Source: an optimization exercise on an open RTL-to-GDS flow (aim: small area, a short achievable clock period and few clock cycles). Production flows keep margins and buffers that such runs may drop. Where RTL was checked, it was by simulation tests only, not by an equivalence proof against the original. Function not checked in runs 1 to 4: the RTL went through the layout flow alone. Power figures rest on the tool's default switching activity, not on a simulated workload.

==> design/flow/design.v <==
module gf_decomp_mul (
    input  wire        clk,
    input  wire        rst,
    input  wire        cmd_valid,
    output wire        cmd_ready,
    input  wire [7:0]  cmd_op,
    input  wire [1:0]  cmd_ksel,
    input  wire [63:0] cmd_a,
    input  wire [63:0] cmd_b,
    output wire        rsp_valid,
    input  wire        rsp_ready,
    output wire [3:0]  rsp_cc,
    output wire [63:0] rsp_result
);
    localparam OP_CFG   = 8'h04;
    localparam OP_NBM   = 8'h30;
    localparam OP_BLDRT = 8'h31;
    localparam OP_RTRD  = 8'h32;
    localparam OP_MSL8  = 8'h33;
    localparam OP_MODRB = 8'h34;
    localparam OP_MULD  = 8'h35;
    localparam CC_OK      = 3'd0;
    localparam CC_ILLEGAL = 3'd1;
    localparam CC_NOCFG   = 3'd2;
    localparam CC_WIDTH   = 3'd3;
    localparam CC_OPERAND = 3'd4;
    localparam CC_TABLE   = 3'd5;
    reg        cfg_valid;
    reg        k16;           
    reg [15:0] poly;
    reg [15:0] mu;            
    reg        rt_valid;
    reg        rsp_v;
    reg [2:0]  cc_q;
    reg [31:0] x_q;           
    reg [7:0]  p_q;           
    assign rsp_valid = rsp_v;
    assign rsp_cc    = {1'b0, cc_q};
    assign cmd_ready = !rsp_v || rsp_ready;
    wire fire = cmd_valid && cmd_ready;
    wire is_cfg   = (cmd_op == OP_CFG);
    wire is_nbm   = (cmd_op == OP_NBM);
    wire is_bldrt = (cmd_op == OP_BLDRT);
    wire is_rtrd  = (cmd_op == OP_RTRD);
    wire is_msl8  = (cmd_op == OP_MSL8);
    wire is_modrb = (cmd_op == OP_MODRB);
    wire is_muld  = (cmd_op == OP_MULD);
    wire is_field = is_bldrt | is_rtrd | is_msl8 | is_modrb | is_muld;
    wire a_hi32 = |cmd_a[63:32];
    wire a_hi16 = a_hi32 | (|cmd_a[31:16]);
    wire a_hi8  = a_hi16 | (|cmd_a[15:8]);
    wire a_hi4  = a_hi8  | (|cmd_a[7:4]);
    wire b_hi16 = |cmd_b[63:16];
    wire b_hi4  = b_hi16 | (|cmd_b[15:4]);
    reg cfg_bad;
    always @(*) begin
        case (cmd_ksel)
            2'd0: cfg_bad = a_hi4;
            2'd1: cfg_bad = a_hi8;
            2'd2: cfg_bad = a_hi16;
            default: cfg_bad = a_hi32;
        endcase
    end
    wire field_bad = (is_rtrd & a_hi8) | (is_msl8 & a_hi16) |
                     (is_modrb & a_hi32) | (is_muld & (a_hi16 | b_hi16));
    reg [2:0] cc;
    always @(*) begin
        if (is_cfg)
            cc = cfg_bad ? CC_OPERAND : CC_OK;
        else if (is_nbm)
            cc = (a_hi8 | b_hi4) ? CC_OPERAND : CC_OK;
        else if (is_field) begin
            if (!cfg_valid)
                cc = CC_NOCFG;
            else if (!k16)
                cc = CC_WIDTH;
            else if (field_bad)
                cc = CC_OPERAND;
            else if (!is_bldrt && !rt_valid)
                cc = CC_TABLE;
            else
                cc = CC_OK;
        end else
            cc = CC_ILLEGAL;
    end
    wire ok = (cc == CC_OK);
    wire ok_res = ok && (is_nbm | is_rtrd | is_msl8 | is_modrb | is_muld);
    function [15:0] mu_of_poly;
        input [15:0] p;
        begin
            mu_of_poly[15] = p[15];
            mu_of_poly[14] = p[14] ^ p[15];
            mu_of_poly[13] = p[13] ^ p[15];
            mu_of_poly[12] = p[12] ^ p[14] ^ p[15] ^ (p[14] & p[15]);
            mu_of_poly[11] = p[11] ^ p[15] ^ (p[13] & p[15]) ^ (p[14] & p[15]);
            mu_of_poly[10] = p[10] ^ p[13] ^ p[14] ^ p[15] ^ (p[12] & p[15]) ^ (p[14] & p[15]);
            mu_of_poly[9] = p[9] ^ p[15] ^ (p[11] & p[15]) ^ (p[13] & p[14]);
            mu_of_poly[8] = p[8] ^ p[12] ^ p[14] ^ p[15] ^ (p[10] & p[15]) ^ (p[12] & p[14]) ^ (p[12] & p[15]) ^ (p[13] & p[14]);
            mu_of_poly[7] = p[7] ^ p[13] ^ p[15] ^ (p[9] & p[15]) ^ (p[11] & p[14]) ^ (p[11] & p[15]) ^ (p[12] & p[15]) ^ (p[13] & p[15]);
            mu_of_poly[6] = p[6] ^ p[11] ^ p[14] ^ p[15] ^ (p[8] & p[15]) ^ (p[10] & p[14]) ^ (p[10] & p[15]) ^ (p[12] & p[13]) ^ (p[12] & p[14]) ^ (p[12] & p[15]) ^ (p[13] & p[15]) ^ (p[14] & p[15]);
            mu_of_poly[5] = p[5] ^ p[15] ^ (p[7] & p[15]) ^ (p[9] & p[14]) ^ (p[9] & p[15]) ^ (p[11] & p[13]) ^ (p[12] & p[13]) ^ (p[13] & p[14]) ^ (p[14] & p[15]) ^ (p[13] & p[14] & p[15]);
            mu_of_poly[4] = p[4] ^ p[10] ^ p[12] ^ p[13] ^ p[14] ^ p[15] ^ (p[6] & p[15]) ^ (p[8] & p[14]) ^ (p[8] & p[15]) ^ (p[10] & p[13]) ^ (p[10] & p[15]) ^ (p[11] & p[14]) ^ (p[12] & p[14]) ^ (p[14] & p[15]) ^ (p[12] & p[14] & p[15]) ^ (p[13] & p[14] & p[15]);
            mu_of_poly[3] = p[3] ^ p[15] ^ (p[5] & p[15]) ^ (p[7] & p[14]) ^ (p[7] & p[15]) ^ (p[9] & p[13]) ^ (p[9] & p[15]) ^ (p[10] & p[15]) ^ (p[11] & p[12]) ^ (p[11] & p[13]) ^ (p[11] & p[14]) ^ (p[11] & p[15]) ^ (p[12] & p[15]) ^ (p[13] & p[15]) ^ (p[11] & p[14] & p[15]) ^ (p[13] & p[14] & p[15]);
            mu_of_poly[2] = p[2] ^ p[9] ^ p[14] ^ p[15] ^ (p[4] & p[15]) ^ (p[6] & p[14]) ^ (p[6] & p[15]) ^ (p[8] & p[13]) ^ (p[8] & p[15]) ^ (p[10] & p[12]) ^ (p[10] & p[15]) ^ (p[11] & p[12]) ^ (p[11] & p[15]) ^ (p[12] & p[15]) ^ (p[10] & p[14] & p[15]) ^ (p[12] & p[13] & p[15]);
            mu_of_poly[1] = p[1] ^ p[11] ^ p[13] ^ p[15] ^ (p[3] & p[15]) ^ (p[5] & p[14]) ^ (p[5] & p[15]) ^ (p[7] & p[13]) ^ (p[7] & p[15]) ^ (p[9] & p[12]) ^ (p[9] & p[14]) ^ (p[10] & p[13]) ^ (p[13] & p[14]) ^ (p[13] & p[15]) ^ (p[9] & p[14] & p[15]) ^ (p[11] & p[13] & p[15]) ^ (p[11] & p[14] & p[15]) ^ (p[12] & p[13] & p[15]);
            mu_of_poly[0] = p[0] ^ p[8] ^ p[12] ^ p[14] ^ p[15] ^ (p[2] & p[15]) ^ (p[4] & p[14]) ^ (p[4] & p[15]) ^ (p[6] & p[13]) ^ (p[6] & p[15]) ^ (p[8] & p[12]) ^ (p[8] & p[14]) ^ (p[8] & p[15]) ^ (p[9] & p[14]) ^ (p[10] & p[11]) ^ (p[10] & p[12]) ^ (p[12] & p[13]) ^ (p[12] & p[15]) ^ (p[14] & p[15]) ^ (p[8] & p[14] & p[15]) ^ (p[10] & p[13] & p[15]) ^ (p[10] & p[14] & p[15]) ^ (p[11] & p[14] & p[15]) ^ (p[12] & p[14] & p[15]);
        end
    endfunction
    wire [15:0] A = cmd_a[15:0];
    wire [15:0] B = cmd_b[15:0];
    reg [30:0] prod;
    integer i, j, m;
    always @(*) begin
        prod = 31'd0;
        for (i = 0; i < 16; i = i + 1)
            if (B[i]) prod = prod ^ ({15'd0, A} << i);
    end
    wire sel_mul   = !cmd_op[1] && (!cmd_op[2] || cmd_op[0]);
    wire sel_modrb = cmd_op[2] && !cmd_op[0];
    wire sel_msl8  = cmd_op[1] && cmd_op[0];
    wire sel_rtrd  = cmd_op[1] && !cmd_op[0];
    wire [31:0] X = ({32{sel_mul}}   & {1'b0, prod})
                  | ({32{sel_modrb}} & cmd_a[31:0])
                  | ({32{sel_msl8}}  & {8'd0, cmd_a[15:0], 8'd0})
                  | ({32{sel_rtrd}}  & {cmd_a[15:0], 16'd0});
    wire [15:0] Xh = X[31:16];
    reg  [7:0]  q_hi;
    reg  [7:0]  p_lo;
    always @(*) begin
        for (j = 8; j < 16; j = j + 1) begin
            q_hi[j-8] = Xh[j];
            for (m = j + 1; m < 16; m = m + 1)
                q_hi[j-8] = q_hi[j-8] ^ (Xh[m] & mu[j+16-m]);
        end
        for (j = 0; j < 8; j = j + 1) begin
            p_lo[j] = 1'b0;
            for (m = 8; m < 16; m = m + 1)
                p_lo[j] = p_lo[j] ^ (Xh[m] & mu[j+16-m]);
        end
    end
    wire [15:0] xl = x_q[15:0];
    wire [7:0]  hl = x_q[23:16];
    wire [7:0]  qh = x_q[31:24];
    reg  [7:0]  ql;
    always @(*) begin
        for (j = 0; j < 8; j = j + 1) begin
            ql[j] = hl[j] ^ p_q[j];
            for (m = j + 1; m < 8; m = m + 1)
                ql[j] = ql[j] ^ (hl[m] & mu[j+16-m]);
        end
    end
    wire [15:0] q = {qh, ql};
    reg  [30:0] qp;
    always @(*) begin
        qp = 31'd0;
        for (j = 0; j < 16; j = j + 1)
            if (poly[j]) qp = qp ^ ({15'd0, q} << j);
    end
    assign rsp_result = {48'd0, xl ^ qp[15:0]};
    always @(posedge clk) begin
        if (rst) begin
            rsp_v     <= 1'b0;
            cfg_valid <= 1'b0;
            k16       <= 1'b0;
            poly      <= 16'd0;
            rt_valid  <= 1'b0;
        end else begin
            if (rsp_v && rsp_ready)
                rsp_v <= 1'b0;
            if (fire) begin
                rsp_v <= 1'b1;
                if (ok && is_cfg) begin
                    cfg_valid <= 1'b1;
                    k16       <= (cmd_ksel == 2'd2);
                    poly      <= cmd_a[15:0];
                    rt_valid  <= 1'b0;
                end
                if (ok && is_bldrt)
                    rt_valid <= 1'b1;
            end
        end
    end
    always @(posedge clk)
        mu <= mu_of_poly(poly);
    always @(posedge clk) begin
        if (cmd_ready) begin
            cc_q <= cc;
            x_q  <= {q_hi, X[23:0]} & {32{ok_res}};
            p_q  <= p_lo & {8{ok_res}};
        end
    end
endmodule
==> design/flow/flow/run.sh <==
#!/bin/bash
# The standard layout (the standard.sh: ORFS synthesis through finish),
# with one change: the port buffers that global placement inserts on every
# input and output are sky130_fd_sc_hd__buf_1 instead of the cell buffer_ports
# picks by default (clkdlybuf4s50_1, a delay cell); timing repair resizes
# them as needed.
set -euo pipefail
cd "$(dirname "$0")/.."
export BUFFER_PORTS_ARGS="-buffer_cell sky130_fd_sc_hd__buf_1"
bash standard.sh > standard_make.log 2>&1
==> design/flow/standard.sh <==
#!/bin/bash
# synth_recipe.tcl (not shown) runs the flow's synth.tcl, then flattens the netlist and writes it again
# the make line also repeats each setting of config.mk as NAME=value (left out here)
make -C /OpenROAD-flow-scripts/flow DESIGN_CONFIG=/design/flow/config.mk WORK_HOME=/design/flow/orfs CLKGATE_MAP_FILE= SYNTH_SCRIPT=/design/flow/synth_recipe.tcl "${@:-finish}"
==> design/flow/config.mk <==
export PLATFORM = sky130hd
export DESIGN_NAME = gf_decomp_mul
export DESIGN_NICKNAME = gf_decomp_mul
export VERILOG_FILES = /design/flow/design.v
export SDC_FILE = /design/flow/constraint.sdc
export NUM_CORES = 4
export LEC_CHECK = 0
export CAP_MARGIN = 20
export CORE_MARGIN = 2
export CORE_UTILIZATION = 60
export PLACE_DENSITY = 0.75
export SETUP_SLACK_MARGIN = 3.6
export SLEW_MARGIN = 20
export SYNTH_MEMORY_MAX_BITS = 65536
==> design/flow/constraint.sdc <==
create_clock -name core_clock -period 8.0 [get_ports {clk}]
set_input_delay 1.6000 -clock core_clock [delete_from_list [all_inputs] [get_ports {clk}]]
set_output_delay 1.6000 -clock core_clock [all_outputs]
set_load 0.01 [all_outputs]
==> summary.txt, run 1 <==
The clock sink total was 78; the number of remaining DRC errors was 0. For this run the aggregate overflow at the end of global routing stands at 0. For the global router's overall resource usage, the log shows 0.3139. Dividing the detail-routed via count by the number of cells gives 5.638. The detailed router put a total of 14210 um of wire on met1. The cell depth of the worst flop-to-flop path is 7. The run gives 2640 ps as the data arrival time at the worst-slack endpoint. The tools report the global-route wire length before repair as 54250 um.

Wire segments on met2 add up to 15710 um in the final route. After clock tree synthesis, the clock-pin slew on the worst setup and hold paths is 60 ps. The total number of yosys warnings was 1. Summing internal, switching and leakage power gives 1432 uW. The run gives 0 as the total count of max-transition violations in the final report.

The most common cell type on the critical path was xnor2_1. The floorplan die height was 145.1 um; the initial antenna violation count was 0. The final antenna-violating net count was 0; the diode insertion count for antenna repair was 0. The count of endpoints failing setup in the final report was 0; the full die area was 21040 um2. At the later pin of the worst-skew pair, clock insertion delay measures 340 ps. The post-route fraction of the period consumed by the critical path is 0.5294.

The minimum clock period after layout was 4235 ps; the final clock skew was 5.770 ps. The final net count was 1858. The proportion of synthesized flip-flops having asynchronous set or reset is 0. For the pin with the worst max-slew slack, the measured transition is 1161 ps.

The tree is rooted in a clkbuf_16. The tools report the sink of the worst hold path as rt_valid$_SDFFE_PP0P_. The slowest stage of the critical path is the edfxtp_1 cell.

The logs give 34010 um for the post-detailed-routing wire length and 0.6114 for the starting utilization of the core area. The worst endpoint required time is 6400 ps. The internal power component is 937.9 uW. The endpoint identified for the worst register-to-register timing path is mu[1]$_DFF_P_. After synthesis the netlist holds a flip-flop and latch count of 78. The highest ir drop seen on vdd is 0.06694 mV. Number of flops mapped to enable cells by yosys: 43.

In this run the most critical hold path is launched from rt_valid$_SDFFE_PP0P_. Worst slew margin relative to its limit: 0.2258. The run gives 0.308 as the share of power burned in registers. For the summed instance area of the synthesized netlist, the log shows 11940 um2. For the core area, the log shows 19530 um2. Row generation in the floorplan step produced 51 rows. For the routability congestion estimate, the log shows 0.8980. The portion of total power attributed to combinational logic was 0.384. The worst hold-check path type is register to register. The analysis attributes to cell leakage a power of 0.004491 uW. In this run the power spent charging and discharging nets is 494.5 uW. The run gives 3 as the number of H-tree branching levels.

The first-iteration detailed-routing DRC count came out at 1268. The number of top-level pins came out at 212. The tools report the launch point of the worst path as x_q[19]$_DFFE_PN_.

The layout overhead on the synthesized area works out to 8.530%. The worst register-to-register path begins at poly[11]$_SDFFE_PP0P_. The maximum single-stage delay on the critical path was 480 ps; the reg2reg setup slack was 5260 ps.

TritonCTS built the clock tree. The launching element type of the critical path was a register. The via count of the first global-routing pass came out at 10170. The gate count after technology mapping was 1637; the count of maximum capacitance violations was 0.

The number of instances on the worst hold path was 2; the die outline width was 145.1 um. Type of the worst setup path: register to output pin. Setup repair after global routing left no endpoint under its margin. Clock tree synthesis inserted a total of 9 buffers. The share of power burned in the clock network was 0.307.

The number of distinct library cells after synthesis is 65. The most used flip-flop cell after synthesis is edfxtp_1. The total vias in the final route was 11150; the number of iterations in the first detailed-routing pass was 5.

The share of the yosys chip area belonging to registers is 0.1668. The fraction of layout instances using a drive strength above 1 is 0.08061, and the largest fanout on the critical path is 13. Walking the worst path, the cells encountered are xnor2_1 -> xnor2_1 -> xnor2_2 -> xnor2_4 -> buf_12 -> nand2_1 -> xnor2_1 -> xnor2_1 -> xnor2_1 -> buf_1. The top achievable clock speed is 236.1 MHz, and the count of port buffers added during placement is 162. Detailed placement finished with a half-perimeter wire length of 23240 um. The flow ran to the end and the layout has no timing, DRC or antenna violations. The filler cell count in the final layout is 1707.

The summed negative setup slack over all endpoints came out at 0 ps. The average wire per cell in the routed design is 17.20 um, and the post-synthesis area per instance is 7.293 um2. The run gives 0 as the number of endpoints with negative hold slack in the final report.

The uppermost signal routing layer after detailed routing was met4. The power density of the placed cells was 110.5 nW/um2; the share of total power consumed by net switching was 0.3452. The pin count of the biggest net entering global routing is 48. The longest clock path from root to sink contains 2 buffers. The logs give 0 for the count of hold buffers inserted by post-cts repair and 3325 um for the detailed route wirelength on metal3. The kind of end point of the critical path was an output pin.
-- cells by family (layout without fill, tap and decap cells) --
group                    Yosys count  in the layout  synth area share
other                              1             49         0.0003141
AO/OA/AOI/OAI                    100            101           0.06047
AND/OR/NAND/NOR                  702            702            0.2477
multiplexers                      32             32           0.02777
XOR/XNOR                         516            516            0.4052
buffers and inverters            199            225           0.08227
flip-flops                        78             78            0.1668
adder cells (fa/ha/maj)            9              9          0.009432
-- cell usage in the layout (no fill, tap or decap), types with 27 or more instances in the layout --
cell type  netlist  final
edfxtp_1        43     43
nor2_2          36     36
buf_1           11    160
xor2_1          88     87
xnor2_1        405    398
buf_4           51     32
dfxtp_1         35     27
nor2_1          48     47
nor4_1          30     30
nand2_1        538    538
conb_1           1     49
-- cell usage after synthesis, types with 3 or more instances --
master    number  area (um2)
or4_4          3       33.78
nor2_2        36       225.2
nand2b_1       8       50.05
nor4_1        30       187.7
a21oi_2        3       26.28
buf_6          4       45.04
nand4_1        6       37.54
buf_1         11       41.29
mux2i_1       23       230.2
o22ai_1        5       31.28
dfxtp_1       35       700.7
a221oi_1      10       87.58
ha_1           9       112.6
o21ai_0       14       70.07
nand2_1      538        2019
xnor2_1      405        3547
buf_2         11       55.05
a21oi_1       21       105.1
xnor3_1       22       495.5
nor3_1         8       40.04
nand3_1        9       45.04
mux2_2         9       101.4
nor2_1        48       180.2
buf_4         51       382.9
inv_1         10       37.54
a22oi_1       20       150.1
xor2_1        88       770.7
edfxtp_1      43        1291
clkbuf_1     112       420.4
-- state kept, by name, summed over array words and instances, names as in the netlist --
signal and flops:
cfg_valid 1, x_q 32, cc_q 3, rsp_v 1
mu 15, rt_valid 1, k16 1, poly 16
p_q 8
-- layer usage --
layer	vias to the layer above	track usage
li1	5233	-
met1	5228	0.4457
met2	626	0.4976
met3	60	0.03931
met4	0	0.1000
met5	-	0
-- worst max-delay path by stage --
| stage | endpoint | slack [ps] |
|---|---|---|
| after global routing | rsp_result[15] | 3560 |
| after floorplan | cmd_ready | 3610 |
| final | rsp_result[13] | 3760 |
| after global placement | x_q[0]$_DFFE_PN_ | 3090 |
| after detailed placement | x_q[0]$_DFFE_PN_ | 3040 |
| after CTS | x_q[0]$_DFFE_PN_ | 3580 |
-- critical path: cells and delay by family, from the launching register on --
family / cells / cell delay, ps
xor gates and xnor gates: 7 / 1420
buffers and inverters: 2 / 320
DFF: 1 / 480
and+or+nand+nor: 1 / 70
-- cell type report --
| type | count | area (um2) | share of cell area |
|---|---|---|---|
| inverter | 10 | 37.54 | 0.002897 |
| sequential | 78 | 2004 | 0.1547 |
| clock buffer | 15 | 324.1 | 0.02501 |
| clock inverter | 1 | 5.005 | 0.0003863 |
| tap | 265 | 331.6 | 0.02559 |
| multi-input combinational | 1409 | 9313 | 0.7187 |
| timing repair buffer | 199 | 942.2 | 0.07271 |
-- per-stage QoR --
stage / area (um2) / hold WS, ps / cells / worst slack (ps) / utilization
floorplan: 12120 / 429.0 / 1685 / 3610 / -
global placement: 12350 / 475.0 / 1954 / 3094 / 0.6326
detailed placement: 12360 / 487.6 / 1954 / 3040 / 0.6330
CTS: 12760 / 497.0 / 1970 / 3576 / 0.6534
global route: 12960 / 523.1 / 1977 / 3559 / 0.6636
finish: 12960 / 508.6 / 1977 / 3765 / 0.6636
-- power groups by stage --
stage / Sequential (uW) / Clock (uW) / Combinational (uW)
2_1_floorplan: 445 / 0 / 421
3_3_place_gp: 450 / 0 / 519
3_5_place_dp: 450 / 0 / 526
4_1_cts: 441 / 442 / 532
5_1_grt: 442 / 459 / 595
6_report: 441 / 440 / 551
-- what timing repair did --
action	in CTS	in global routing
gates resized for setup	10	19
setup buffers	0	6
setup endpoints to repair	38	66
pin swaps	1	6
gates cloned	0	1
==> run 2, diff against run 1 <==
--- a/design/flow/config.mk
+++ b/design/flow/config.mk
@@ -10,5 +10,5 @@
 export CORE_UTILIZATION = 60
 export PLACE_DENSITY = 0.75
-export SETUP_SLACK_MARGIN = 3.6
+export SETUP_SLACK_MARGIN = 3.8
 export SLEW_MARGIN = 20
 export SYNTH_MEMORY_MAX_BITS = 65536
==> summary.txt, run 2 <==
The flow ran to the end and the layout has no timing, DRC or antenna violations. 212 I/O pins were placed. The internal portion of the total power is 934.0 uW.

The number of flip-flops in the largest register came out at 32. In this run the tool buffered the top-level ports with 162 buffer cells. In this run the deepest clock path goes through 2 buffers. The clock slew at the register clock pins of the worst setup and hold paths came out at 60 ps. In this run the cell area of the synthesized design comes to 11940 um2. The highest-utilization routing layer at the global route stage is met2. For the total count of max-transition violations in the final report, the log shows 0. The type of the worst setup path was register to output pin. In this run the critical register-to-register path is captured at mu[1]$_DFF_P_. Wires add up to 35990 um. The analysis attributes to cell leakage a power of 0.004869 uW. At the end of routability-driven placement, the weighted congestion stood at 0.9070. The most critical setup path has its startpoint at mu[11]$_DFF_P_. The floorplan step defined a core boundary enclosing 19530 um2. A synthesized cell averages 7.293 um2. The number of vias per cell is 5.747, and the count of endpoints failing setup in the final report is 0. The fraction of layout instances using a drive strength above 1 was 0.1287; the top achievable clock speed was 228.7 MHz. The post-layout instance count excluding filler cells was 1998.

For hold timing, the worst endpoint is rt_valid$_SDFFE_PP0P_. In the post-synthesis netlist, the biggest area contributors are xnor2_1 (30%), nand2_1 (17%), edfxtp_1 (11%). In this run the clock root is driven by a clkbuf_16. The global-route wire length before repair came out at 55570 um. The layout overhead on the synthesized area is 12.51%.

The tools report the global router's overall resource usage as 0.3211. The share of power burned in the clock network is 0.300. The number of iterations in the first detailed-routing pass is 6. For the share of the yosys chip area belonging to registers, the log shows 0.1668. The number of cells on the worst reg-to-reg path is 7.

The worst hold path belongs to the class register to register. The run gives 1956 as the number of instances in the placed design. The worst endpoint required time was 6400 ps.

In this run the register-to-register setup slack is 5150 ps. After the first detailed-routing iteration, the DRC count stood at 1262. Fill cells in the final layout number 1592. For this design the ratio of total power to cell area is 107.6 nW/um2.

The starting utilization of the core area was 0.6114. The tools report the portion of total power attributed to combinational logic as 0.395. Clock tree synthesis found a total of 78 sinks. After global routing the overflow that remains totals 0.

The end-of-flow core utilization was 0.6879; the data arrival time at the worst-slack endpoint was 2770 ps. TritonCTS built the clock tree. The die covers 21040 um2. Count of hold buffers inserted by post-cts repair: 0.

In this run the number of H-tree levels came out at 3. In the final routed layout, each cell accounts on average for 18.01 um. The largest registers in the layout are x_q x32, poly x16, mu x15. The met1 track utilization from global routing was 0.4421; the die outline width was 145.1 um. The top cell types in the final layout, fill and taps aside, are nand2_1 (521), xnor2_1 (377), buf_1 (145), xor2_1 (81), conb_1 (49). The run gives 0 as the number of remaining DRC errors.

Row generation in the floorplan step produced 51 rows. The number of instances on the worst hold path works out to 2. The met2 demand-to-capacity share in global routing is 0.5333, and the count of maximum capacitance violations is 0. The worst slew margin relative to its limit is 0.2201. The transition at the pin with the smallest max-transition slack is 1170 ps. Along the worst path, the maximum fanout reaches 11. The source of the worst register-to-register timing path is poly[11]$_SDFFE_PP0P_. STA classifies the critical path endpoint as an output pin. The proportion of synthesized flip-flops having asynchronous set or reset was 0. The number of distinct library cells after synthesis is 65, and the final net count is 1879. The detailed router placed 11480 vias in this run. The detailed-placement wirelength estimate was 23440 um. In the synthesized netlist the dominant register cell turns out to be edfxtp_1. Gate count after technology mapping: 1637. The number of flops mapped to enable cells by yosys works out to 43. The met3 usage in global routing was 0.03082; the via count of the first global-routing pass was 10500. The fraction of post-synthesis cell area in the top cell type by area was 0.2971. The detail route stage leaves a number of antenna-violating nets equal to 0. The initial antenna violation count was 0. The run gives 9.880 ps as the final clock skew.

The floorplan die height is 145.1 um, and the highest ir drop seen on vdd is 0.1018 mV. The tools report the final non-filler cell area as 13430 um2. Setup repair after global routing could not meet its margin everywhere. The repair_antennas step left the layout with diodes totalling 0. The tools report the pin count of the biggest net entering global routing as 48. After routing, the total negative slack on setup checks comes to 0 ps. The count of state elements after synthesis is 78, and the reported net switching power is 511.3 uW. Summing all placed instances gives a cell area of 12370 um2. The share of power burned in registers came out at 0.305.

Number of endpoints with negative hold slack in the final report: 0. Post-route fraction of the period consumed by the critical path: 0.5466. The most common cell after layout, fill and taps aside was nand2_1. The top register by number of flip-flops is x_q. For the number of buffers created by CTS, the log shows 9. The minimum clock period after layout came out at 4373 ps. Share of total power consumed by net switching: 0.3538. Summed over all instances, the cell type with the most area after synthesis is xnor2_1. The worst min-delay path startpoint is rt_valid$_SDFFE_PP0P_. The worst setup path is launched from a register. Sorting the synthesized cells by how often they occur yields nand2_1 (538), xnor2_1 (405), clkbuf_1 (112). The tightest hold path in the finished design has a slack of 498.5 ps. For the worst-skew pair, the clock arrives at the later sink with an insertion delay of 340 ps. For the total number of yosys warnings, the log shows 1.

The library cell with the highest instance count after synthesis was nand2_1.
[run 2: cell counts after synthesis]
Identical to the previous run, type by type.
[run 2: cells by family after synthesis]
logic type,Yosys count,synth area share
multiplexers,32,0.02777
other,1,0.0003141
AO/OA/AOI/OAI,100,0.06047
flip-flops,78,0.1668
buffers and inverters,199,0.08227
adder cells (fa/ha/maj),9,0.009432
XOR/XNOR,516,0.4052
AND/OR/NAND/NOR,702,0.2477
[run 2: worst max-delay path by stage]
stage                                   end  slack, ps  depth (start not counted)
after floorplan           x_q[31]$_DFFE_PN_       4130                          9
after global placement     x_q[0]$_DFFE_PN_       3150                         10
after detailed placement   x_q[5]$_DFFE_PN_       3090                         10
after CTS                     rsp_result[4]       3810                         10
after global routing         rsp_result[10]       3510                         10
final                         rsp_result[7]       3630                         10
[run 2: metrics by stage]
step	setup WS, ps	total power (uW)
floorplan	4134	866.2
global placement	3152	967.9
detailed placement	3093	975.1
CTS	3807	1415
global route	3505	1499
finish	3627	1445
[run 2: layout make-up]
| class | count | area, um2 | share of cell area |
|---|---|---|---|
| tap | 265 | 331.6 | 0.02468 |
| clock buffer | 12 | 289.0 | 0.02152 |
| timing repair buffer | 221 | 1179 | 0.08774 |
| sequential | 78 | 2018 | 0.1502 |
| inverter | 10 | 37.54 | 0.002794 |
| clock inverter | 4 | 32.53 | 0.002422 |
| multi-input combinational | 1408 | 9545 | 0.7106 |
[run 2: per-layer routing]
layer / routed length (um) / up-vias / part of all wire
li1: - / 5263 / -
met1: 14110 / 5433 / 0.39
met2: 17170 / 695 / 0.48
met3: 3783 / 92 / 0.11
met4: 932 / 0 / 0.026
met5: 0 / - / 0
[run 2: worst max-delay path, cell delays in order, from the launching register on]
cell and delay (ps):
dfxtp_2 500, nand2_1 180, xnor2_1 330, xnor2_1 140
xnor2_1 230, buf_4 230, nand2_1 100, xnor2_1 300
xnor2_2 160, xnor2_1 130, buf_2 150
[run 2: power by group through the flow]
stage	clock, uW	combinational [uW]	sequential [uW]
2_1_floorplan	0	422	445
3_3_place_gp	0	519	449
3_5_place_dp	0	526	449
4_1_cts	431	543	441
5_1_grt	445	613	441
6_report	434	571	440
[run 2: what timing repair did]
| action | in CTS | in global routing |
|---|---|---|
| endpoints found under the setup margin | 68 | 63 |
| cloned | 0 | 2 |
| pin swaps | 5 | 55 |
| resized for setup | 28 | 93 |
| setup buffers | 10 | 14 |
| endpoints found under the hold margin | 0 | 0 |
==> run 3, diff against run 2 <==
--- a/design/flow/config.mk
+++ b/design/flow/config.mk
@@ -10,5 +10,5 @@
 export CORE_UTILIZATION = 60
 export PLACE_DENSITY = 0.75
-export SETUP_SLACK_MARGIN = 3.8
+export SETUP_SLACK_MARGIN = 3.4
 export SLEW_MARGIN = 20
 export SYNTH_MEMORY_MAX_BITS = 65536
==> summary.txt, run 3 <==
STA puts the critical path data required time at 8080 ps. The run gives 0.3142 as the global router's overall resource usage. Number of distinct library cells after synthesis: 65. TritonCTS created 9 clock buffers.

The insertion delay to the later sink of the worst-skew pair was 340 ps; the worst slew margin relative to its limit was 0.2302. The register with the most flip-flops in the layout has 32 of them. The tools report the number of endpoints with negative hold slack in the final report as 0.

The pin count of the biggest net entering global routing was 48; the fraction of layout instances using a drive strength above 1 was 0.07038. The tools report the launching element type of the critical path as a primary input. The simple-gate share of the synthesized area is 0.2477. For the core area, the log shows 19530 um2.

Setup repair after global routing left no endpoint under its margin. Summing over every cut layer, the via total after detailed routing is 11100. Synthesized-area fraction occupied by ao, oa, aoi and oai cells: 0.06047. The final net count was 1851; the leakage power was 0.004415 uW. The tools report the global-route wire length before repair as 54260 um.

After clock tree synthesis, the clock-pin slew on the worst setup and hold paths is 60 ps. By area, the combinational part of the netlist is dominated by XOR/XNOR gates. In the post-synthesis netlist, the biggest area contributors are xnor2_1 (30%), nand2_1 (17%), edfxtp_1 (11%).

The post-route fraction of the period consumed by the critical path was 0.5588; the total number of yosys warnings was 1. Fraction of post-synthesis cell area in the top cell type by area: 0.2971. For this design the top-level I/O count stands at 212.

The number of buffers and inverters on the critical path is 2. The share of cell area taken by muxes after synthesis was 0.02777; the routability congestion estimate was 0.8980. Buffers placed on the I/O ports in this run total 162. In the final layout, the registers with the most flip-flops are x_q x32, poly x16, mu x15. For this run, design rule violations remaining after detail routing come to 0. After technology mapping, the gate count stands at 1637. For the final database, setup skew stands at 7.567 ps. Initial antenna violation count: 0.

Final hold analysis gives a worst-case slack of 503.8 ps. The most used flip-flop cell after synthesis is edfxtp_1. The routed design could run at a clock period as short as 4471 ps. STA classifies the critical path endpoint as a register. The number of H-tree branching levels is 3, and the floorplan die height is 145.1 um. The cell row count came out at 51. The full die area came out at 21040 um2. The layer flagged by global routing as most heavily used is met2. The tightest min-delay check is of the register to register type. Setup violations remaining at the end of the flow were counted as 0. The critical path's top delay family is simple AND/OR/NAND/NOR gates. The largest area contributor in the synthesized netlist is xnor2_1. The data arrival time at the worst-slack endpoint was 4550 ps.

The run gives 0.4957 as the met2 demand-to-capacity share in global routing. The summed negative setup slack over all endpoints is 0 ps, and the maximum buffer depth of the clock tree is 2. Yosys mapped a number of flops with a built-in enable equal to 43. Dividing the detail-routed via count by the number of cells gives 5.636. In the layout the commonest cells are nand2_1 (538), xnor2_1 (400), buf_1 (161), xor2_1 (88), conb_1 (49).

The tree is rooted in a clkbuf_16. Including well taps, the total number of placed cells is 1954. The number of setup buffers added after CTS is 0. Counting flops per register, the top entry is x_q.

Walking the worst path, the cells encountered are buf_1 -> nor4_1 -> nand4_1 -> nor4_2 -> a2111oi_1 -> or3_1 -> or4_4 -> nand4_4 -> buf_4 -> nor3b_2. The most common cell after layout, fill and taps aside is nand2_1. The proportion of synthesized flip-flops having asynchronous set or reset came out at 0. The filler cells instantiated in the layout total 1754.

The run gives 1031 as the first-iteration detailed-routing DRC count. On the worst path, the slowest cell contributes a delay of 450 ps. For the starting utilization of the core area, the log shows 0.6114.

The run finished with no timing, DRC or antenna violations. For the pin with the worst max-slew slack, the measured transition is 1155 ps. After synthesis, the most frequently instantiated cells are nand2_1 (538), xnor2_1 (405), clkbuf_1 (112).

The library cell with the highest instance count after synthesis is nand2_1. The share of the yosys chip area belonging to registers came out at 0.1668. Registers take 1994 um2. The first detailed-routing pass took 5 iterations. The final global-route overflow total came out at 0.

Clock sink total: 78. The total count of max-transition violations in the final report is 0, and the count of state elements after synthesis is 78. The setup path with the least slack is of type primary input to register. The met3 usage in global routing is 0.03994. After synthesis the cells add up to 11940 um2. In this run the worst path has a maximum fanout of 24. Met1 track utilization from global routing: 0.4478. The average wire per cell in the routed design is 16.98 um. The largest individual stage delay along the critical path comes from the cell or4_4. Max-cap violations in this run came to 0. The multi-input combinational cell area was 9240 um2; the diode insertion count for antenna repair was 0. The post-detailed-routing wire length is 33460 um, and the die outline width is 145.1 um. The final antenna-violating net count was 0; the post-layout instance count excluding filler cells was 1970. The power density of the placed cells works out to 111.2 nW/um2.

TritonCTS built the clock tree. From synthesis to final layout, the design area changed by 7.001%. The xor and xnor area share after synthesis was 0.4052; the via count of the first global-routing pass was 10160.

The run gives 23240 um as the detailed-placement wirelength estimate. Dividing the synthesized area by the synthesized cell count gives 7.293 um2. The adder-cell share of the synthesized area is 0.009432, and the top achievable clock speed is 223.7 MHz. The run gives 0.06938 mV as the highest ir drop seen on vdd.
-- run 3: final timing paths --
path | to | slack, ps | from | depth (start not counted)
setup / recovery | x_q[0]$_DFFE_PN_ | 3530 | cmd_a[17] | 10
hold / removal | rt_valid$_SDFFE_PP0P_ | 500 | rt_valid$_SDFFE_PP0P_ | 2
setup reg to reg | mu[1]$_DFF_P_ | 5260 | poly[11]$_SDFFE_PP0P_ | 7
hold reg to reg | rt_valid$_SDFFE_PP0P_ | 500 | rt_valid$_SDFFE_PP0P_ | 2
-- run 3: final cells by class --
type	count	share of cell area
multi-input cells	1408	0.7233
clock inverters	1	0.0003918
well taps	265	0.02595
inverters	10	0.002938
repair buffers	193	0.06592
flip-flops and latches	78	0.1561
clock buffers	15	0.02537
-- run 3: metal layers --
metal / part of all wire / wire length [um]
met5: 0 / 0
met4: 0.023 / 766
met3: 0.094 / 3147
met2: 0.46 / 15420
met1: 0.42 / 14130
-- run 3: worst register-to-register path, cell delays in order (launching register included) --
cell      delay (ps)
dfxtp_1          940
nand3_1          220
a41oi_1          590
o21ai_0          170
a221oi_1         300
a21oi_1           70
a21oi_1          170
xnor2_1          190
-- run 3: what timing repair did --
action,in CTS,in global routing
hold buffers,0,0
gates resized for setup,6,6
setup endpoints to repair,16,27
-- run 3: logic make-up (layout without fill, tap and decap cells) --
family,count (synthesis),count (layout)
simple gates,702,702
xor+xnor,516,516
buf+inv,199,219
compound gates,100,100
flops,78,78
mux,32,32
fa+ha+maj,9,9
other cells,1,49
-- run 3: where the power goes --
part | internal, uW | switching, uW
sequential | 431 | 10.5
clock | 277 | 162
combinational | 225 | 315
total | 932 | 488
-- run 3: through the flow --
| step | setup slack [ps] | utilization | instance area [um2] | power, uW |
|---|---|---|---|---|
| after floorplan | 3610 | - | 12120 | 866.3 |
| after global placement | 3094 | 0.6326 | 12350 | 968.9 |
| after detailed placement | 3040 | 0.6330 | 12360 | 975.5 |
| after CTS | 3417 | 0.6524 | 12740 | 1414 |
| after global routing | 3391 | 0.6542 | 12770 | 1487 |
| final | 3529 | 0.6542 | 12770 | 1421 |
==> run 4, diff against run 3 <==
--- a/design/flow/config.mk
+++ b/design/flow/config.mk
@@ -8,7 +8,7 @@
 export CAP_MARGIN = 20
 export CORE_MARGIN = 2
-export CORE_UTILIZATION = 60
-export PLACE_DENSITY = 0.75
-export SETUP_SLACK_MARGIN = 3.4
+export CORE_UTILIZATION = 50
+export PLACE_DENSITY = 0.65
+export SETUP_SLACK_MARGIN = 3.6
 export SLEW_MARGIN = 20
 export SYNTH_MEMORY_MAX_BITS = 65536
==> summary.txt, run 4 <==
The clock arrives with 11.07 ps of skew. The power density of the placed cells was 110.7 nW/um2. Cell at the root of the clock tree: clkbuf_16.

The full die area is 25130 um2, and the worst slew margin relative to its limit is 0.2773. The top cell types in the final layout, fill and taps aside, are nand2_1 (538), xnor2_1 (402), buf_1 (162), xor2_1 (86), conb_1 (49). For the cell row count, the log shows 56. For this run, design rule violations remaining after detail routing come to 0. Most common cell type on the critical path: xnor2_1.

The instance count on the critical path is 9. The detailed route wirelength on metal3 is 2629 um. Measured in cells, the most critical reg-to-reg path has a length of 7. After technology mapping, the gate count stands at 1637. In this run the tool buffered the top-level ports with 162 buffer cells. For the final antenna-violating net count, the log shows 0. Entering global routing, the biggest net connects 41 pins.

The run gives 0.5551 as the end-of-flow core utilization. By area the synthesized netlist is led by xnor2_1 (30%), nand2_1 (17%), edfxtp_1 (11%). The finished layout holds 2044 standard cells, fillers aside. Setup repair after global routing left no endpoint under its margin. The tools report the via count of the first global-routing pass as 10020.

The analysis attributes to cell leakage a power of 0.004530 uW. The maximum single-stage delay on the critical path was 520 ps; the die outline width was 158.5 um. Before antenna repair, the detailed router went through 6 iterations. The area growth from synthesis to layout is 9.128%. The library cell used most frequently in the layout, excluding fill and tap cells, is nand2_1. Fraction of layout instances using a drive strength above 1: 0.08290.

For this run, the top clock speed supported by timing is 231.3 MHz. The H-tree was split into 3 levels. TritonCTS created 9 clock buffers. The share of the yosys chip area belonging to registers came out at 0.1668. Uppermost signal routing layer after detailed routing: met4. The post-route fraction of the period consumed by the critical path came out at 0.5405. Insertion delay to the later sink of the worst-skew pair: 360 ps.

The slowest cell on the critical path is edfxtp_1. The tools report the number of distinct library cells after synthesis as 65. The net count of the finished layout is 1871. Sorting the synthesized cells by how often they occur yields nand2_1 (538), xnor2_1 (405), clkbuf_1 (112). The logs give 23630 um for the detailed-placement wirelength estimate and 2 for the maximum buffer depth of the clock tree. The number of endpoints with negative hold slack in the final report is 0. The number of top-level pins was 212. The area occupied by registers was 1999 um2. The proportion of synthesized flip-flops having asynchronous set or reset was 0. The total count of max-transition violations in the final report is 0, and the minimum clock period after layout is 4324 ps. The final global-route overflow total came out at 0. The critical path goes through buf_4 -> xor2_2 -> nand2_1 -> xnor2_1 -> xnor2_1 -> xnor2_1 -> xnor2_1 -> xnor2_1 -> buf_1. Initial antenna violation count: 0. At the pin with the least slew margin, the transition time is 1084 ps. Grouping stages by cell kind, the critical path spends the most delay in XOR/XNOR gates.

The largest registers in the layout are x_q x32, poly x16, mu x15. The global router's overall resource usage is 0.2766. The total met2 wirelength after detailed routing is 15790 um, and the count of hold buffers inserted by post-cts repair is 0. The pre-CTS worst setup slack is 2688 ps. Detailed routing inserted a total of 10840 vias. In this run, the number of DRC markers left after iteration 0 of detailed routing was 1039. The tools report the starting utilization of the core area as 0.5086. STA puts the critical path data arrival time at 2720 ps.

The number of flops mapped to enable cells by yosys is 43, and the core area is 23470 um2. The tools report the summed instance area of the synthesized netlist as 11940 um2. Flip-flop cell with the highest count after synthesis: edfxtp_1.

The routed length on met1 is 15370 um. The register with the most flip-flops in the final layout is x_q. The total number of yosys warnings came out at 1. The tools report the number of instances in the placed design as 2019.

The number of antenna diodes in the final layout is 0. Along the worst path, the maximum fanout reaches 9. The library cell with the highest instance count after synthesis is nand2_1. The count of state elements after synthesis works out to 78. Once routing completed, OpenROAD measured the worst setup slack at 3676 ps.

The worst-case IR drop observed on VDD is 0.08319 mV. Measured along the y axis, the die boundary spans 158.5 um. Post-synthesis area per instance: 7.293 um2. For the count of maximum capacitance violations, the log shows 0. The filler cell count in the final layout was 2262. The number of instances on the worst hold path works out to 2. TritonCTS built the clock tree. The worst setup path is captured at an output pin. Dividing the detail-routed via count by the number of cells gives 5.304.

The largest area contributor in the synthesized netlist was xnor2_1. The multi-input combinational cell area was 9240 um2. The final layout contains routed wiring with a total length of 34560 um. Routability-driven placement finished with a final weighted congestion of 0.8767. The clock slew at the register clock pins of the worst setup and hold paths was 70 ps.

The number of buffer and inverter instances along the worst setup path is 2. The first global-routing pass estimated 54590 um of wire. Dividing the detail-routed wire length by the instance count gives 16.91 um.

STA classifies the critical path startpoint as a register. The worst hold-check path type was register to register. Setup violations remaining at the end of the flow were counted as 0. After routing, the total negative slack on setup checks comes to 0 ps. The tree built by TritonCTS fans out to 78 sinks.

The register with the most flip-flops in the layout has 32 of them. The type of the worst setup path is register to output pin. The fraction of post-synthesis cell area in the top cell type by area works out to 0.2971. The flow ran to the end and the layout has no timing, DRC or antenna violations. At the worst endpoint, the required time is 6400 ps.
## run 4: changes by cell type in the layout (fill, tap and decap cells not counted), sizes merged
cell,previous run,this run
buf,192,213
inv,10,11
bufinv,0,1
clkinv,1,2
clkbuf,16,12
## run 4: logic make-up after synthesis
family	share of synthesized area
other	0.0003141
AO/OA/AOI/OAI	0.06047
multiplexers	0.02777
flip-flops	0.1668
buffers and inverters	0.08227
adder cells (fa/ha/maj)	0.009432
XOR/XNOR	0.4052
AND/OR/NAND/NOR	0.2477
## run 4: what timing repair did
item / CTS / global route
endpoints found under the hold margin: 0 / 0
pin swaps: 1 / 3
buffers inserted: 2 / 6
setup endpoints to repair: 52 / 55
gates resized for setup: 7 / 14
## run 4: power breakdown
| part | switching, uW | internal [uW] |
|---|---|---|
| registers | 10.8 | 431 |
| logic | 314 | 233 |
| clock network | 174 | 280 |
| total | 498 | 944 |
## run 4: path summary, 6_finish.rpt
check,startpoint,endpoint,slack [ps]
hold / removal,rt_valid$_SDFFE_PP0P_,rt_valid$_SDFFE_PP0P_,490
setup / recovery,x_q[23]$_DFFE_PN_,rsp_result[15],3680
setup reg to reg,poly[12]$_SDFFE_PP0P_,mu[1]$_DFF_P_,5380
hold reg to reg,rt_valid$_SDFFE_PP0P_,rt_valid$_SDFFE_PP0P_,490
## run 4: final cells by class
cell class                 count  share of cell area
inverter                      10            0.002881
sequential                    78              0.1535
tap                          319             0.03063
timing repair buffer         213             0.07856
multi-input combinational   1408              0.7092
clock inverter                 4            0.003841
clock buffer                  12             0.02142
## run 4: stage by stage
step | hold WS (ps) | power, uW | area (um2)
floorplan | 429.0 | 866.3 | 12120
global placement | 479.0 | 975.0 | 12500
detailed placement | 478.5 | 980.9 | 12500
CTS | 490.1 | 1434 | 12890
global route | 517.3 | 1505 | 13030
finish | 488.4 | 1442 | 13030
## run 4: worst reg2reg max path, delay by kind of cell (launching register included)
family	cells	cell delay [ps]
AO/OA/AOI/OAI	4	1180
AND/OR/NAND/NOR	1	230
XOR/XNOR	1	90
flip-flops	1	840
multiplexers	1	160
## run 4: routing by layer
metal  vias up  global-route usage
met5         -                   0
met4         0             0.09266
met3        62             0.03321
met2       482              0.4445
met1      5047              0.3859
li1       5251                   -
==> run 5, diff against run 4 <==
--- a/design/flow/design.v
+++ b/design/flow/design.v
@@ -85,5 +85,11 @@
     end
     wire ok = (cc == CC_OK);
-    wire ok_res = ok && (is_nbm | is_rtrd | is_msl8 | is_modrb | is_muld);
+    wire st_ok  = cfg_valid && k16 && rt_valid;
+    wire ok_res = (is_nbm && !a_hi8 && !b_hi4) ||
+                  (st_ok && ((is_rtrd && !a_hi8) || (is_msl8 && !a_hi16) ||
+                             (is_modrb && !a_hi32) ||
+                             (is_muld && !a_hi16 && !b_hi16)));
+    wire cfg_ok   = is_cfg && !cfg_bad;
+    wire bldrt_ok = is_bldrt && cfg_valid && k16;
     function [15:0] mu_of_poly;
         input [15:0] p;
@@ -170,5 +176,5 @@
             if (fire) begin
                 rsp_v <= 1'b1;
-                if (ok && is_cfg) begin
+                if (cfg_ok) begin
                     cfg_valid <= 1'b1;
                     k16       <= (cmd_ksel == 2'd2);
@@ -176,5 +182,5 @@
                     rt_valid  <= 1'b0;
                 end
-                if (ok && is_bldrt)
+                if (bldrt_ok)
                     rt_valid <= 1'b1;
             end
--- a/design/flow/config.mk
+++ b/design/flow/config.mk
@@ -8,7 +8,7 @@
 export CAP_MARGIN = 20
 export CORE_MARGIN = 2
-export CORE_UTILIZATION = 50
-export PLACE_DENSITY = 0.65
-export SETUP_SLACK_MARGIN = 3.6
+export CORE_UTILIZATION = 60
+export PLACE_DENSITY = 0.75
+export SETUP_SLACK_MARGIN = 3.7
 export SLEW_MARGIN = 20
 export SYNTH_MEMORY_MAX_BITS = 65536
==> summary.txt, run 5 <==
The number of cells on the worst reg-to-reg path is 6. The tree built by TritonCTS fans out to 78 sinks. The fraction of post-synthesis cell area in the top cell type by area was 0.3042. The number of vias per cell was 5.500. The leakage power came out at 0.004423 uW.

The total count of max-transition violations in the final report was 0. Summed over all instances, the cell type with the most area after synthesis is xnor2_1. The pre-CTS worst setup slack was 3260 ps; the floorplan die height was 144.1 um. Counting the buffers created by CTS gives 9.

The total vias in the final route is 11020. The floorplan step set the die width to 144.1 um. The worst register-to-register path begins at rsp_v$_SDFFE_PP0P_. Setup repair after global routing could not meet its margin everywhere.

Kind of end point of the critical path: an output pin. The layout overhead on the synthesized area works out to 8.682%. Setup violations remaining at the end of the flow were counted as 0. The gate count after technology mapping is 1652, and the final global-route overflow total is 0. The minimum clock period after layout came out at 4255 ps. TritonCTS built the clock tree. The initial antenna violation count was 1; the number of instances in the placed design was 1972. Summing every instance area after synthesis gives 11780 um2. The fraction of layout instances using a drive strength above 1 was 0.05642; the highest ir drop seen on vdd was 0.1009 mV. After routing, the total negative slack on setup checks comes to 0 ps. For the worst hold slack after final layout, the log shows 459.3 ps.

The number of remaining DRC errors was 0; the total number of yosys warnings was 1. The run gives 0 as the count of hold buffers inserted by post-cts repair. The post-synthesis area per instance is 7.128 um2. For hold timing, the worst endpoint is poly[13]$_SDFFE_PP0P_. Worst endpoint required time: 6400 ps. Among all cell types in the netlist, the one instantiated most often is nand2_1. The number of endpoints with negative hold slack in the final report was 0. STA classifies the critical path startpoint as a register.

The tool flagged a number of max-cap violations equal to 0. The average wire per cell in the routed design was 16.68 um. At the pin with the least slew margin, the transition time is 1106 ps.

The most common cell after layout, fill and taps aside is nand2_1. Data arrival time at the worst-slack endpoint: 2650 ps. The proportion of synthesized flip-flops having asynchronous set or reset works out to 0. The post-route fraction of the period consumed by the critical path was 0.5318. The worst register-to-register path ends at poly[15]$_SDFFE_PP0P_.

The count of port buffers added during placement is 162. The share of the yosys chip area belonging to registers is 0.1692. The tree is rooted in a clkbuf_16. The worst path meets setup with 3745 ps of slack. The worst hold-check path type is register to register. Insertion delay to the later sink of the worst-skew pair: 340 ps. The first-iteration detailed-routing DRC count is 1164. The floorplan step defined a die boundary enclosing 20760 um2. The detail route stage leaves a number of antenna-violating nets equal to 0. Entering global routing, the biggest net connects 46 pins. Pin placement for this block handled 212 I/O pins. For this run, the detailed router's first-pass iteration total came to 6. The global router's overall resource usage is 0.3138, and the number of flip-flops in the largest register is 32.

Number of H-tree branching levels: 3. The top register by number of flip-flops is x_q. The clock slew at the register clock pins of the worst setup and hold paths came out at 60 ps.

The largest fanout on the critical path was 10. The flip-flop cell with the highest count after synthesis is edfxtp_1. The run gives 3.405 ps as the final clock skew.

At the end of routability-driven placement, the weighted congestion stood at 0.9216. After legalization and detailed placement, the total HPWL measured 22740 um. Excluding fillers, the count of instances in the completed layout stands at 2003.

Via count of the first global-routing pass: 9887. The worst hold path begins at poly[13]$_SDFFE_PP0P_. The flow ran to the end and the layout has no timing, DRC or antenna violations. After synthesis, the cell types taking the most area are xnor2_1 (30%), nand2_1 (17%), edfxtp_1 (11%). By count the netlist is led by nand2_1 (546), xnor2_1 (409), clkbuf_1 (104). In the layout the commonest cells are nand2_1 (546), xnor2_1 (403), buf_1 (160), xor2_1 (94), nor2_1 (67). In this run the worst setup path begins at x_q[22]$_DFFE_PN_. In the final design database the tool counted 1883 nets. The first global-routing pass estimated 51980 um of wire.

The floorplan has 51 rows. Wires add up to 33410 um. The core area came out at 19330 um2. The number of flops mapped to enable cells by yosys was 43. The largest registers in the layout are x_q x32, poly x16, mu x15. In this run the deepest clock path goes through 2 buffers. The number of instances on the worst hold path was 2; the count of state elements after synthesis was 78.

The starting utilization of the core area was 0.6090; the power density of the placed cells was 106.7 nW/um2. Yosys mapped the design onto 55 distinct sky130hd cell types. For the worst slew margin relative to its limit, the log shows 0.2625. The setup path with the least slack is of type register to output pin. The worst register-to-register path has a setup slack of 5650 ps.

Derived from the worst setup path, the maximum achievable clock frequency is 235.0 MHz.
run 5: layout make-up:
| class | instances | area (um2) |
|---|---|---|
| antenna | 1 | 2.502 |
| clock buffer | 10 | 229.0 |
| clock inverter | 6 | 45.04 |
| fill | 1697 | 6538 |
| inverter | 3 | 11.26 |
| multi-input combinational | 1429 | 9146 |
| sequential | 78 | 2019 |
| tap | 265 | 331.6 |
| timing repair buffer | 211 | 1012 |
run 5: worst max-delay path by stage:
stage / end / slack (ps) / cells past startpoint
after floorplan: cmd_ready / 4140 / 1
after global placement: cc_q[2]$_DFFE_PN_ / 3300 / 9
after detailed placement: cc_q[2]$_DFFE_PN_ / 3260 / 9
after CTS: rsp_result[3] / 3720 / 10
after global routing: rsp_result[5] / 3560 / 11
final: rsp_result[5] / 3750 / 11
run 5: repair_timing:
action / 4_1_cts / 5_1_grt
pin swaps: 2 / 5
setup buffers: 1 / 12
gates cloned: 0 / 1
gates resized for setup: 13 / 24
setup endpoints to repair: 15 / 25
run 5: layer usage:
layer,up-vias,part of all wire,track usage
li1,5260,-,-
met1,5136,0.41,0.4266
met2,550,0.48,0.5246
met3,70,0.086,0.03278
met4,0,0.025,0.1006
met5,-,0,0
run 5: worst max-delay path: stages, from the launching register on:
cell      delay (ps)
edfxtp_1         490
buf_4            170
nand2_1           80
xnor2_1          250
xnor2_1          180
buf_4            210
nand2_1           80
xnor2_1          210
xnor2_1          170
xnor2_1          160
xnor2_1          130
buf_1            170
run 5: stage by stage:
stage          utilization  total power (uW)  instance area, um2
6_report            0.6619              1366               12800
3_5_place_dp        0.6328             966.2               12240
5_1_grt             0.6617              1430               12790
3_3_place_gp        0.6328             961.6               12240
4_1_cts             0.6509              1352               12580
2_1_floorplan            -             858.7               11960
run 5: power breakdown:
group	total [uW]	internal, uW	switching (uW)
logic	545	233	312
clock network	383	212	170
registers	438	429	9.23
run 5: kinds of logic (layout without fill, tap and decap cells):
logic type	after synthesis	in the layout	synth area share
xor+xnor	528	528	0.4196
compound gates	118	118	0.06567
other cells	1	50	0.0003185
fa+ha+maj	9	9	0.009563
flops	78	78	0.1692
buf+inv	193	230	0.08012
simple gates	723	723	0.2539
mux	2	2	0.001700
Testbench counts of run 5, summed over its fixed seeds: cycles 2,408.
==> run 6, diff against run 5 <==
--- a/design/flow/config.mk
+++ b/design/flow/config.mk
@@ -9,6 +9,7 @@
 export CORE_MARGIN = 2
 export CORE_UTILIZATION = 60
+export CTS_BUF_LIST = sky130_fd_sc_hd__clkbuf_4 sky130_fd_sc_hd__clkbuf_8
 export PLACE_DENSITY = 0.75
-export SETUP_SLACK_MARGIN = 3.7
+export SETUP_SLACK_MARGIN = 3.6
 export SLEW_MARGIN = 20
 export SYNTH_MEMORY_MAX_BITS = 65536
==> summary.txt, run 6 <==
The cell row count was 51; the fraction of layout instances using a drive strength above 1 was 0.04734. The tools report the clock sink total as 78. The clock slew at the register clock pins of the worst setup and hold paths works out to 80 ps.

The run gives 19330 um2 as the core area. The largest registers in the layout are x_q x32, poly x16, mu x15. In the post-synthesis netlist, the biggest area contributors are xnor2_1 (30%), nand2_1 (17%), edfxtp_1 (11%). The run gives 0.06735 mV as the highest ir drop seen on vdd.

Cell at the root of the clock tree: clkbuf_8. Insertion delay to the later sink of the worst-skew pair: 360 ps. Summed over all nets, the switching power comes to 468.9 uW. In the layout the commonest cells are nand2_1 (546), xnor2_1 (407), buf_1 (162), xor2_1 (94), nor2_1 (68). The tools report the initial antenna violation count as 1.

STA classifies the critical path endpoint as an output pin. At the end of the flow, the number of nets in the layout was 1878. Once placement completed, the tool counted placed cells totaling 1973. Power spread over the standard cell area amounts to 99.14 nW/um2. The global router's overall resource usage was 0.3122; the first-iteration detailed-routing DRC count was 996. The total number of yosys warnings is 1, and the full die area is 20760 um2. The share of total power consumed by net switching was 0.3763; the data arrival time at the worst-slack endpoint was 2640 ps.

The area occupied by registers was 2003 um2; the number of flip-flops in the largest register was 32. The portion of total power attributed to combinational logic was 0.430; the detailed-placement wirelength estimate was 22510 um. The type of the worst setup path is register to output pin. The largest single stage delay on the critical path is 480 ps. From synthesis to final layout, the design area changed by 6.737%. Across all layers, the routed design uses 11070 vias.

Die outline width: 144.1 um. The share of power burned in the clock network was 0.218. Number of H-tree branching levels: 3. Synthesis produced 1652 cells.

The run gives 0 as the total count of max-transition violations in the final report. In this run the remaining antenna-violating nets after routing total 0. x_q holds more flip-flops than any other register. The worst hold-check path type is register to register. The fraction of post-synthesis cell area in the top cell type by area is 0.3042, and the internal power component is 777.1 uW.

Based on the critical path, the design can be clocked at up to 235.6 MHz. Once placement finished, the instance area stood at 12240 um2. The number of iterations in the first detailed-routing pass came out at 7. The critical path goes through xnor2_1 -> xnor2_1 -> xnor2_1 -> xnor2_1 -> buf_4 -> nand2_1 -> xnor2_1 -> xnor2_1 -> xnor2_1 -> buf_1. After global routing the overflow that remains totals 0. The run gives 0 as the number of remaining DRC errors. The run gives 1741 as the filler cell count in the final layout. Number of endpoints with negative hold slack in the final report: 0.

The share of power burned in registers was 0.353; the count of endpoints failing setup in the final report was 0. The tool flagged a number of max-cap violations equal to 0. The transition at the pin with the smallest max-transition slack is 1108 ps, and the number of top-level pins is 212. Setup repair after global routing could not meet its margin everywhere. Multi-input combinational cell area: 9084 um2. Entering global routing, the biggest net connects 46 pins. The worst path meets setup with 3755 ps of slack. Averaged over all synthesized cells, the footprint is 7.128 um2. The count of state elements after synthesis was 78. The post-detailed-routing wire length was 32430 um. The first global-routing pass estimated 51690 um of wire. For the final database, setup skew stands at 9.280 ps. Buffers inserted during clock tree synthesis total 9. The average wire per cell in the routed design was 16.23 um.

The proportion of synthesized flip-flops having asynchronous set or reset was 0; the number of vias per cell was 5.542. Launching element type of the critical path: a register. The end-of-flow core utilization was 0.6500; the largest fanout on the critical path was 13. The run gives 0.2610 as the worst slew margin relative to its limit. In the synthesized netlist the dominant register cell turns out to be edfxtp_1. The post-route fraction of the period consumed by the critical path is 0.5306. The run finished with no timing, DRC or antenna violations. The starting utilization of the core area was 0.6090. Ranked by instance count, the synthesized netlist is headed by nand2_1 (546), xnor2_1 (409), clkbuf_1 (104).

TritonCTS built the clock tree. The share of the yosys chip area belonging to registers came out at 0.1692. nand2_1 is the most common cell in the netlist.

Buffers placed on the I/O ports in this run total 162. The library cell used most frequently in the layout, excluding fill and tap cells, is nand2_1. Summed negative setup slack over all endpoints: 0 ps. The tools report the pre-CTS worst setup slack as 3330 ps. At the worst endpoint, the required time is 6400 ps.

For the maximum buffer depth of the clock tree, the log shows 2. Most common cell type on the critical path: xnor2_1. The largest area contributor in the synthesized netlist was xnor2_1. The summed instance area of the synthesized netlist is 11780 um2.

The floorplan die height was 144.1 um; the post-layout instance count excluding filler cells was 1998. After routing the design area is 12570 um2. In this run, synthesis inferred 43 flip-flops with an integrated enable. Counting distinct cell types in the post-synthesis netlist gives 55. The congestion estimate from routability-driven global placement came to 0.9460.

Counting I/O delays and the setup requirement, the final critical path takes 4245 ps. The leakage power was 0.004310 uW. On the critical path, the stage with the largest delay is an instance of edfxtp_1.

The tools report the via count of the first global-routing pass as 9855.
-- run 6: cell count changes in the layout (fill, tap and decap cells not counted), sizes merged --
cell      delta
buf          -3
clkbuf       -2
clkinv       +2
clkinvlp     -1
inv          -1
-- run 6: cells by family (layout without fill, tap and decap cells) --
logic type,count (synthesis),count (layout),share of synthesized area
XOR/XNOR,528,528,0.4196
buffers and inverters,193,225,0.08012
other,1,50,0.0003185
multiplexers,2,2,0.001700
AO/OA/AOI/OAI,118,118,0.06567
flip-flops,78,78,0.1692
AND/OR/NAND/NOR,723,723,0.2539
adder cells (fa/ha/maj),9,9,0.009563
-- run 6: worst max-delay path: cells and delay by family, from the launching register on --
family / cells / cell delay [ps]
xor gates and xnor gates: 7 / 1310
and+or+nand+nor: 1 / 100
buffers and inverters: 2 / 400
DFF: 1 / 480
-- run 6: path summary, 6_finish.rpt --
| check | from | end | slack, ps | cells after the start |
|---|---|---|---|---|
| worst min register to register | k16$_SDFFE_PP0P_ | k16$_SDFFE_PP0P_ | 520 | 2 |
| worst min-delay path | k16$_SDFFE_PP0P_ | k16$_SDFFE_PP0P_ | 520 | 2 |
| worst max-delay path | x_q[19]$_DFFE_PN_ | rsp_result[9] | 3760 | 10 |
| worst max register to register | rsp_v$_SDFFE_PP0P_ | rt_valid$_SDFFE_PP0P_ | 5660 | 6 |
-- run 6: through the flow --
step           total power (uW)  hold slack (ps)
6_report                   1246            520.1
5_1_grt                    1308            550.9
4_1_cts                    1239            515.5
3_5_place_dp              966.2            506.2
3_3_place_gp              962.2            494.5
2_1_floorplan             858.8            466.7
-- run 6: power by group through the flow --
stage	clock [uW]	sequential (uW)	combinational [uW]
after detailed placement	0	448	518
final	271	439	535
after CTS	278	439	522
after global routing	290	440	578
after global placement	0	448	514
after floorplan	0	444	415
-- run 6: metal layers --
| layer | vias to the layer above | wire length [um] | GRT usage |
|---|---|---|---|
| met4 | 0 | 1057 | 0.1084 |
| met2 | 581 | 14930 | 0.5083 |
| met1 | 5156 | 13460 | 0.4286 |
| met5 | - | 0 | 0 |
| met3 | 76 | 2978 | 0.03841 |
| li1 | 5260 | - | - |
-- run 6: cell type report --
class,count,share of cell area
multi-input cells,1429,0.7227
flip-flops and latches,78,0.1594
repair buffers,206,0.07626
well taps,265,0.02638
clock buffers,10,0.01045
clock inverters,6,0.003683
inverters,3,0.0008960
diodes,1,0.0001991
-- run 6: timing repair --
action | in CTS | in global routing
setup endpoints to repair | 11 | 14
resized for setup | 4 | 14
pin swaps | 1 | 1
setup buffers | 1 | 6
hold buffers | 0 | 0
hold endpoints to repair | 0 | 0
==> run 7, diff against run 6 <==
--- a/design/flow/config.mk
+++ b/design/flow/config.mk
@@ -10,4 +10,5 @@
 export CORE_UTILIZATION = 60
 export CTS_BUF_LIST = sky130_fd_sc_hd__clkbuf_4 sky130_fd_sc_hd__clkbuf_8
+export GPL_TIMING_DRIVEN = 1
 export PLACE_DENSITY = 0.75
 export SETUP_SLACK_MARGIN = 3.6
==> summary.txt, run 7 <==
The run finished with no timing, DRC or antenna violations. For this block, the routed nets add up to 32430 um of wire. Synthesized-area fraction occupied by ao, oa, aoi and oai cells: 0.06567. In this run the remaining antenna-violating nets after routing total 0. The tools report the launching element type of the critical path as a register. For the worst setup path, the data required time is 6400 ps.

The multi-input combinational cell area came out at 9084 um2. The share of total power consumed by net switching is 0.3763. Worst hold slack after final layout: 520.1 ps.

The largest fanout on the critical path came out at 13. The top cell types in the final layout, fill and taps aside, are nand2_1 (546), xnor2_1 (407), buf_1 (162), xor2_1 (94), nor2_1 (68). The H-tree was split into 3 levels. The number of remaining DRC errors is 0, and the detailed route wirelength on metal3 is 2978 um. The placed standard-cell area was 12240 um2. By count the netlist is led by nand2_1 (546), xnor2_1 (409), clkbuf_1 (104). The critical path starts at x_q[19]$_DFFE_PN_. Ranked by flip-flop count, first place goes to x_q. nand2_1 is the most common cell in the netlist. Worst hold-check path type: register to register. In this run the vertical extent of the chip is 144.1 um.

After synthesis, the largest family of logic cells by area is XOR/XNOR gates. The type of the worst setup path was register to output pin. The routed length on met1 was 13460 um. The routed layout has 11070 vias.

The first-iteration detailed-routing DRC count came out at 996. The tools report the pre-CTS worst setup slack as 3330 ps. Clock-pin slew was measured on the worst setup and hold paths at 80 ps. For flop-to-flop paths, the worst setup slack is 5660 ps. The summed negative setup slack over all endpoints was 0 ps; the share of power burned in the clock network was 0.218. The tools report the global router's overall resource usage as 0.3122. TritonCTS built the clock tree. The run gives 0.2610 as the worst slew margin relative to its limit.

The simple-gate share of the synthesized area is 0.2539, and the share of power burned in registers is 0.353. The worst path meets setup with 3755 ps of slack. The register with the most flip-flops in the layout has 32 of them. The filler cell count in the final layout is 1741, and the total met2 wirelength after detailed routing is 14930 um. In this run the horizontal extent of the chip is 144.1 um.

The clock drives 78 sinks. At the pin with the least slew margin, the transition time is 1108 ps. The initial antenna violation count was 1. Source of the worst register-to-register timing path: rsp_v$_SDFFE_PP0P_.

In the final layout, flip-flops and latches occupy 2003 um2. For the starting utilization of the core area, the log shows 0.6090. The largest registers in the layout are x_q x32, poly x16, mu x15. Between clock sinks in the finished design, the worst skew comes to 9.280 ps.

The count of state elements after synthesis is 78. Setup repair after global routing could not meet its margin everywhere. Summed over all layers, the global routing overflow is 0. The number of top-level pins was 212; the cell depth of the worst flop-to-flop path was 6. The first TritonRoute pass finished after 7 iterations.

The clock passes through at most 2 buffers. The data arrival time at the worst-slack endpoint was 2640 ps; the core area was 19330 um2. The summed instance area of the synthesized netlist is 11780 um2. The adder-cell share of the synthesized area came out at 0.009563. Synthesis produced a netlist whose cell count is 1652. After legalization and detailed placement, the total HPWL measured 22510 um. For this run, the leading register cell type out of synthesis is edfxtp_1.

The internal power component is 777.1 uW, and the final net count is 1878. The number of different library cells used by synthesis comes to 55. The run gives 0 as the number of endpoints with negative hold slack in the final report. The portion of total power attributed to combinational logic was 0.430; the share of cell area taken by muxes after synthesis was 0.001700. The total number of yosys warnings was 1. The uppermost signal routing layer after detailed routing was met4.
[run 7: cell counts after synthesis]
No cell type changed its count.
[run 7: layout make-up]
type,instances,area share
Sequential cell,78,0.1594
Inverter,3,0.0008960
Clock buffer,10,0.01045
Tap cell,265,0.02638
Antenna cell,1,0.0001991
Multi-Input combinational cell,1429,0.7227
Timing Repair Buffer,206,0.07626
Clock inverter,6,0.003683
[run 7: worst min path at each step]
stage	start	endpoint	slack (ps)	depth (start not counted)
after floorplan	k16$_SDFFE_PP0P_	k16$_SDFFE_PP0P_	470	2
after global placement	k16$_SDFFE_PP0P_	k16$_SDFFE_PP0P_	490	2
after detailed placement	k16$_SDFFE_PP0P_	k16$_SDFFE_PP0P_	510	2
after CTS	k16$_SDFFE_PP0P_	k16$_SDFFE_PP0P_	520	2
after global routing	k16$_SDFFE_PP0P_	k16$_SDFFE_PP0P_	550	2
final	k16$_SDFFE_PP0P_	k16$_SDFFE_PP0P_	520	2
[run 7: cells by family after synthesis]
group                      count (synthesis)
DFF                                       78
xor gates and xnor gates                 528
adders and majority gates                  9
and+or+nand+nor                          723
muxes                                      2
other                                      1
AOI/OAI and AO/OA                        118
buffers and inverters                    193
[run 7: metrics by stage]
| step | utilization | cells | power, uW |
|---|---|---|---|
| after global placement | 0.6332 | 1973 | 962.2 |
| after detailed placement | 0.6332 | 1973 | 966.2 |
| final | 0.6500 | 1998 | 1246 |
| after CTS | 0.6452 | 1990 | 1239 |
| after floorplan | - | 1700 | 858.8 |
| after global routing | 0.6499 | 1997 | 1308 |
[run 7: what timing repair did]
| action | 4_1_cts | 5_1_grt |
|---|---|---|
| resized for setup | 4 | 14 |
| hold buffers | 0 | 0 |
| cloned | 0 | 0 |
| pin swaps | 1 | 1 |
| setup buffers | 1 | 6 |
| endpoints found under the setup margin | 11 | 14 |
[run 7: layer usage]
| layer | track usage | up-vias |
|---|---|---|
| li1 | - | 5260 |
| met1 | 0.4286 | 5156 |
| met2 | 0.5083 | 581 |
| met3 | 0.03841 | 76 |
| met4 | 0.1084 | 0 |
| met5 | 0 | - |
[run 7: critical path, cell delays in order, from the launching register on]
cell      delay (ps)
edfxtp_1         480
xnor2_1          250
xnor2_1          180
xnor2_1          170
xnor2_1          130
buf_4            230
nand2_1          100
xnor2_1          250
xnor2_1          170
xnor2_1          160
buf_1            170
[run 7: power groups by stage]
stage,Sequential (uW),Clock (uW),Combinational (uW)
global placement,448,0,514
detailed placement,448,0,518
CTS,439,278,522
floorplan,444,0,415
global route,440,290,578
finish,439,271,535

what the ideal ports hide:
The results above use ideal ports. As a check the final layouts listed here were re-extracted and re-timed, cells and wires unchanged.
Step 1, drivers: a clkbuf_16 drives clk and a buf_2 each remaining input, both assumed.
Step 2, shift: input delay + t, output delay - t, t = (earliest + latest rising clock arrival at the registers) / 2. This alone moves slack from input paths to output paths.
a / b / c = no drivers / after step 1 / after step 2; a / b = the first two.
| run | t, ns | setup WS [ns] |
|---|---|---|
| run 1 | 0.380 | 3.765 / 3.724 / 3.475 |
| run 2 | 0.371 | 3.627 / 3.589 / 3.545 |
| run 3 | 0.375 | 3.529 / 3.541 / 3.170 |
| run 4 | 0.394 | 3.676 / 3.632 / 3.440 |
| run 5 | 0.379 | 3.745 / 3.708 / 3.468 |
| run 6 | 0.385 | 3.755 / 3.724 / 3.419 |
| run 7 | 0.385 | 3.755 / 3.724 / 3.419 |
After both steps every run listed still meets setup and hold.
